This design comes from an exercise in tuning for small area and a short achievable clock period on the open sky130 flow, not from production work.
No run shown here included a check of the RTL's function; only the layout flow was run.
Power figures rest on the tool's default switching activity, not on a simulated workload.

==> flow/design.v (outline; a module is shown in full before it is edited, if it fits) <==
// module cao_pipe: 902 lines
module cao_pipe (
    input  wire        clk,
    input  wire        rst,           
    input  wire [31:0] last_pc,       
    output wire        imem_en,
    output wire [31:0] imem_addr,
    input  wire [63:0] imem_rdata,
    output wire        dmem_en,
    output wire        dmem_we,
    output wire [11:0] dmem_addr,
    output wire [31:0] dmem_wdata,
    input  wire [31:0] dmem_rdata,
    output wire        halted,
    output wire        faulted,
    output wire [31:0] fault_addr,
    output wire [31:0] cycle_count,
    output wire [31:0] retired_count,
    input  wire [3:0]  dbg_sel,
    output wire [31:0] dbg_data
);
  // ...
==> flow/run.sh <==
#!/bin/bash
# synth_recipe.tcl (not shown) runs the flow's synth.tcl, then flattens the netlist and writes it again
# the make line also repeats each setting of config.mk as NAME=value (left out here)
make -C /OpenROAD-flow-scripts/flow DESIGN_CONFIG=/design/flow/config.mk WORK_HOME=/design/flow/orfs CLKGATE_MAP_FILE= SYNTH_SCRIPT=/design/flow/synth_recipe.tcl finish
==> flow/config.mk <==
export PLATFORM = sky130hd
export DESIGN_NAME = cao_pipe
export DESIGN_NICKNAME = cao_pipe
export VERILOG_FILES = /design/flow/design.v
export SDC_FILE = /design/flow/constraint.sdc
export NUM_CORES = 4
export LEC_CHECK = 0
export CAP_MARGIN = 20
export CELL_PAD_IN_SITES_DETAIL_PLACEMENT = 1
export CELL_PAD_IN_SITES_GLOBAL_PLACEMENT = 2
export CORE_MARGIN = 2
export CORE_UTILIZATION = 40
export PLACE_DENSITY = 0.55
export SETUP_SLACK_MARGIN = 5
export SLEW_MARGIN = 20
==> flow/constraint.sdc <==
create_clock -name core_clock -period 12.0 [get_ports {clk}]
set_input_delay 2.4000 -clock core_clock [delete_from_list [all_inputs] [get_ports {clk}]]
set_output_delay 2.4000 -clock core_clock [all_outputs]
set_load 0.01 [all_outputs]
==> flow_metrics.tcl, run 1 <==
set metrics [dict create \
    clock_tree.htree_level_count 3 \
    synth-compound-area-share 0.2042 \
    grt_antenna_before_repair 29 \
    wirelength_um 309100 \
    placement.setup.worst_slack_ns 2.526 \
    layout-area-overhead-vs-synth_pct 26.73 \
    numCtsBuffers 99 \
    inv_count 348 \
    seq_cell_power_uw 4500 \
    r2r.worst_path.cells 26 \
    top_power_group "combinational cells" \
    r2r-start "e_ra[0]" \
    gp_routability_congestion 0.9370 \
    hold-path-cell-count 0 \
    drive_gt1_frac 0.1752 \
    numClockSinks 841 \
    tmin_final_ns 7.455 \
    cts-root-to-sink-buffers 3 \
    reg2reg_to "m_buf[31]" \
    first_pass_grt_wire_length_um 421400 \
    peak_supply_drop_mv 0.5962 \
    placed_cell_area_mm2 0.06219 \
    detail_route.drc_violations 0 \
    syn-num-nets 5986 \
    routed_wire_length_per_instance_um 39.13 \
    critical_path.max_stage_delay_ns 0.57 \
    number_of_placed_i_o_pins 343 \
    post_route_utilization 0.5107 \
    n_sequential_cell 841 \
    dr.max_layer_used "met5" \
    total_buffers_and_inverters_traversed_by_the_critical_path 3 \
    run_status "no timing/DRC/antenna violations" \
    dp.cells 7439 \
    synth.most_common_cell "sky130_fd_sc_hd__edfxtp_1" \
]
==> inputs of run 2 (changes only) <==
--- a/flow/design.v
+++ b/flow/design.v
@@ -38,17 +38,18 @@
     reg [31:0] pc;
     reg        zf, zl, f_stall;
     reg [31:0] cyc, ret;
     reg [31:0] x [0:15];
     reg        d_v, d_last;
     reg [3:0]  d_op, d_rd, d_ra, d_rb;
     reg [31:0] d_imm;
     reg        e_v, e_ph, e_last;
-    reg [3:0]  e_op, e_rd, e_ra, e_rb;
+    reg [3:0]  e_op, e_rd, e_ra;
+    reg [15:0] e_rbh;                  
     reg [31:0] e_imm;
     reg        m_v, m_wr, m_ld, m_st, m_mem, m_tk, m_fault, m_term;
     reg [3:0]  m_rd;
     reg [11:0] m_a12;
     reg [31:0] m_buf, m_cs;
     reg        w_v, w_wr, w_term;
     reg [3:0]  w_rd;
     reg [31:0] w_buf;
@@ -73,17 +74,23 @@
     wire        i_br  = (i_op == OP_BZ) | (i_op == OP_BNZ);
     wire [3:0]  i_rs1 = imem_rdata[53:50];
     wire [3:0]  i_rs2 = imem_rdata[48:45];
     wire [31:0] i_imm = imem_rdata[31:0];
     wire [31:0] i_tgt = npc + i_imm;
     assign imem_en   = run & ~m_fault & fetch;
     assign imem_addr = npc;
     wire [31:0] va = x[e_ra];
-    wire [31:0] vb = x[e_rb];
+    reg  [31:0] vb;
+    integer j;
+    always @(*) begin
+        vb = 32'd0;
+        for (j = 0; j < 16; j = j + 1)
+            vb = vb | (x[j] & {32{e_rbh[j]}});
+    end
     wire        is_sub = (e_op == OP_SUB);
     wire [31:0] opb    = ((e_op == OP_ADD) | is_sub) ? vb : e_imm;
     wire [32:0] sum33  = {va, 1'b1} + {opb ^ {32{is_sub}}, is_sub};
     wire [31:0] sum    = sum33[32:1];
     wire        in_rng = (sum[31:12] == 20'd0);
     wire [31:0] mx = e_ph ? {va[15:0], 16'd0} : va;
     wire [15:0] my = e_ph ? vb[31:16] : vb[15:0];
     wire [31:0] mz  = e_ph ? m_buf : 32'd0;
@@ -828,17 +835,17 @@
             d_rb   <= i_st ? i_rs1 : i_rs2;
             d_imm  <= i_br ? i_tgt : i_imm;
             d_last <= (npc == last_pc);
         end
         if (!ex_mul1) begin
             e_op   <= d_op;
             e_rd   <= d_rd;
             e_ra   <= d_ra;
-            e_rb   <= d_rb;
+            e_rbh  <= 16'd1 << d_rb;
             e_imm  <= d_imm;
             e_last <= d_last;
         end
         e_ph   <= ex_mul1;
         m_rd   <= e_rd;
         m_a12  <= sum[11:0];
         m_ld   <= (e_op == OP_LOAD);
         m_st   <= (e_op == OP_STORE);
==> flow_metrics.tcl, run 2 <==
set metrics [dict create \
    design_internal_power_uw 11930 \
    r2r-start "e_rbh[9]" \
    initial_standard_cell_utilization_of_the_core 0.4029 \
    worst-path-max-fanout 32 \
    largest_area_contributor_in_the_netlist "sky130_fd_sc_hd__edfxtp_1" \
    numCtsBuffers 99 \
    antenna_violating_nets_post_route 0 \
    dp.cells 7411 \
    final_design_area_no_fill_mm2 0.06898 \
    largest_register_by_flop_count "x" \
    drtPass1Iterations 9 \
    comb_power_share 0.669 \
    placement.io_buffers 326 \
    final-setup-viol-count 0 \
    synthDominantCellAreaShare 0.3497 \
    number_of_global_route_vias_before_repair 50763 \
    leakage_uw 0.02611 \
    cts.clk_slew.worst_paths_ns 0.06 \
    worst_pin_slew_ns 1.272 \
    global_route.overflow_total 0 \
    final_common_cell "sky130_fd_sc_hd__edfxtp_1" \
    library_cells_used_by_synthesis 89 \
    power_switching_uw 11780 \
    grt_setup_unrepaired "true" \
    die-area_mm2 0.1434 \
    hold_viol_final 0 \
    total_buffers_and_inverters_traversed_by_the_critical_path 6 \
    drv_cap 0 \
    clock_tree.htree_level_count 3 \
    first_pass_grt_wire_length_um 391400 \
    p_sw_frac 0.4969 \
    startpoint_types "register" \
    instances_no_fill 7777 \
    worst_path_max_delay_cell "sky130_fd_sc_hd__or4_1" \
    layout-area-overhead-vs-synth_pct 22.84 \
    drive_gt1_frac 0.1311 \
    seq_power_share 0.193 \
    gr-usage-met2 0.5431 \
    via_count 51975 \
    routed_wire_length_per_instance_um 37.16 \
    syn-instance-count 5416 \
    grt.met1_usage 0.5315 \
    yosys_warnings 2 \
    maxSlewHeadroom 0.1430 \
    worst_clock_skew_ns 0.04977 \
    cts_hold_buffers 0 \
    synth.most_common_cell "sky130_fd_sc_hd__edfxtp_1" \
    hold-path-cell-count 0 \
    final.period_utilization 0.5874 \
    number_of_placed_i_o_pins 343 \
    syn_area_mm2 0.05615 \
    slew_violations 0 \
    max_reg_flops 512 \
    startpoint "e_rbh[9]" \
    reg2reg_to "m_buf[20]" \
    r2r.worst_path.cells 22 \
    die-width_um 378.7 \
    power.density_mw_per_mm2 343.8 \
    placementRows 137 \
    die-height_um 378.7 \
    timing.critical_path.mode_cell "sky130_fd_sc_hd__buf_4" \
    num-nets-final 6296 \
    endpoint_kind "register" \
    synth-edff-count 654 \
    grt_max_degree 65 \
    cts_root_buffer "sky130_fd_sc_hd__clkbuf_16" \
    finalSetupTns_ns 0 \
    peak_supply_drop_mv 1.180 \
    worstSetupPathType "reg -> reg" \
    path_delay_family "compound AO/OA/AOI/OAI gates" \
    timing.fmax_ghz 0.1419 \
    tmin_final_ns 7.049 \
    globalRouteMet3Util 0.1100 \
    worst_skew_pair.late_latency_ns 0.76 \
    cells_along_the_critical_path "buf_4 > buf_12 > a22oi_1 > nand2_1 > or4_1 > buf_6 > inv_4 > o21a_1 > o21ai_0 > ha_1 > a32o_1 > o21a_1 > a31o_2 > o31ai_4 > xnor2_1 > nand3_1 > or4_4 > a2111oi_4 > buf_4 > nand4_1 > buf_4 > o221ai_1" \
    placed_cell_area_mm2 0.06205 \
    worstHoldEndpoint "w_rd[1]" \
    tritoncts "done" \
    cp.arrival_ns 7.51 \
    first_iteration_detailed_routing_drc_count 8235 \
    syn-num-nets 5940 \
    min-delay-path-class "reg -> reg" \
    dpl.hpwl_um 184300 \
    detail_route.drc_violations 0 \
    p_clk_frac 0.138 \
    numClockSinks 853 \
    worst-r2r-setup-slack_ns 4.95 \
    leading_cell_types_by_total_area_after_synthesis "sky130_fd_sc_hd__edfxtp_1 35%, sky130_fd_sc_hd__a22oi_1 8.2%, sky130_fd_sc_hd__fa_1 7.3%" \
    gr-max-usage-layer "met2" \
    synth.top_cells.by_count "654 x sky130_fd_sc_hd__edfxtp_1, 613 x sky130_fd_sc_hd__a22oi_1, 353 x sky130_fd_sc_hd__inv_1" \
    postSynthAreaPerCell_um2 10.37 \
    grt_use_total 0.3852 \
    yosys_register_bits 853 \
    run_status "no timing/DRC/antenna violations" \
    grt_antenna_before_repair 34 \
    fin_worst_hold_slack_ns 0.3900 \
    synth.yosys.seq_area_share 0.4207 \
    design.core.area_mm2 0.1394 \
    ys_dominant_reg_cell "sky130_fd_sc_hd__edfxtp_1" \
    layout_common_cells "654 x sky130_fd_sc_hd__edfxtp_1, 601 x sky130_fd_sc_hd__a22oi_1, 346 x sky130_fd_sc_hd__inv_1" \
    synth-async-reset-ratio 0 \
    critical_path_required_ns 12.46 \
    wirelength_um 289000 \
    gp_routability_congestion 0.9410 \
    cts-root-to-sink-buffers 3 \
    vias_per_cell 6.683 \
    critical_path.max_stage_delay_ns 0.57 \
    holdCritStartpoint "m_rd[1]" \
]
-- run 2: cell types whose count changed in the layout (fill, tap and decap cells not counted), sizes merged, moves of 14 or more --
cell | before | now
diode | 7 | 43
o22ai | 47 | 25
nand2 | 323 | 300
a22o | 95 | 131
xnor2 | 253 | 233
mux2i | 100 | 71
a221oi | 91 | 126
a21oi | 227 | 189
nand2b | 53 | 36
a22oi | 572 | 613
o22a | 66 | 42
nor3 | 67 | 81
buf | 434 | 302
-- run 2: area by class of cell --
| cell class | count | area (um^2) |
|---|---|---|
| fill | 14893 | 70380 |
| multi-input combinational | 3816 | 30930 |
| sequential | 853 | 23630 |
| timing repair buffer | 644 | 7093 |
| clock buffer | 125 | 2698 |
| tap | 1876 | 2347 |
| inverter | 358 | 1375 |
| clock inverter | 62 | 802.0 |
| antenna | 43 | 107.6 |
-- run 2: cells by family (layout without fill, tap and decap cells) --
logic type | count (synthesis) | after routing | share of synthesized area
compound gates | 1642 | 1642 | 0.2135
xor+xnor | 414 | 414 | 0.06507
fa+ha+maj | 391 | 391 | 0.1146
buf+inv | 749 | 1189 | 0.05285
flops | 853 | 853 | 0.4207
mux | 107 | 109 | 0.02028
other cells | 0 | 43 | 0
simple gates | 1260 | 1260 | 0.1130
-- run 2: what timing repair did --
| item | in CTS | in global routing |
|---|---|---|
| pin swaps | 26 | 61 |
| gates cloned | 8 | 17 |
| buffers inserted | 34 | 76 |
| endpoints found under the setup margin | 82 | 59 |
| gates resized for setup | 287 | 171 |
-- run 2: layer usage --
metal | share of wire | vias up
li1 | - | 21116
met1 | 0.40 | 26202
met2 | 0.41 | 3791
met3 | 0.13 | 837
met4 | 0.064 | 29
met5 | 0.0014 | -
-- run 2: worst max path at each step --
stage	end	slack (ns)	depth (start not counted)
2_1_floorplan	m_buf[31]	5.02	28
3_3_place_gp	dbg_data[2]	3.68	8
3_5_place_dp	dbg_data[2]	3.63	8
4_1_cts	m_buf[31]	4.94	28
5_1_grt	m_buf[31]	4.80	27
6_report	m_buf[20]	4.95	22
-- run 2: per-stage QoR --
step                setup slack [ns]    util  total power (uW)
floorplan                      5.021       -             12600
global placement               3.676  0.4453             19320
detailed placement             3.634  0.4453             19360
CTS                            4.941  0.4814             23340
global route                   4.805  0.4948             25040
finish                         4.951  0.4950             23710
-- run 2: power groups by stage --
stage | Clock, uW | Combinational (uW) | Sequential [uW]
finish | 3270 | 15900 | 4590
global route | 3400 | 17000 | 4590
CTS | 3300 | 15500 | 4540
detailed placement | 0 | 14800 | 4590
global placement | 0 | 14700 | 4590
floorplan | 0 | 8430 | 4170
-- run 2: worst register-to-register path: cells and delay by family (launching register included) --
family,cells,cell delay (ns)
AO/OA/AOI/OAI,9,2.73
buffers and inverters,6,1.56
AND/OR/NAND/NOR,5,1.42
adder cells (fa/ha/maj),1,0.45
flip-flops,1,0.37
XOR/XNOR,1,0.25

-- separate check: timing with driven ports --
How much do the figures lean on ideal ports? The routed layouts below were timed once more, with nothing changed but the port constraints.
Step 1 sets driving cells, clkbuf_16 on the clock port and buf_2 on the other inputs (assumed; they add their load-dependent delay and slew).
Step 2 moves the port delays by t, midway between the first and last clock arrival at a register: inputs arrive t later, outputs are due t later. That takes back most of the time a late clock gives input paths.
Three values: ideal ports, drivers, drivers and shift; two values: the first two.
| run | t, ns | setup slack, ns | clock arrival spread, ns | cell pins on the clock port's net |
|---|---|---|---|---|
| run 1 | 0.822 | 4.545 / 4.545 / 4.545 | 0.077 / 0.077 | 1 |
| run 2 | 0.818 | 4.951 / 4.939 / 4.939 | 0.050 / 0.050 | 1 |
After both steps every run listed still meets setup and hold. For run 2, which loses most, drivers alone change the setup slack by -0.012 ns; drivers and shift together by -0.012 ns.
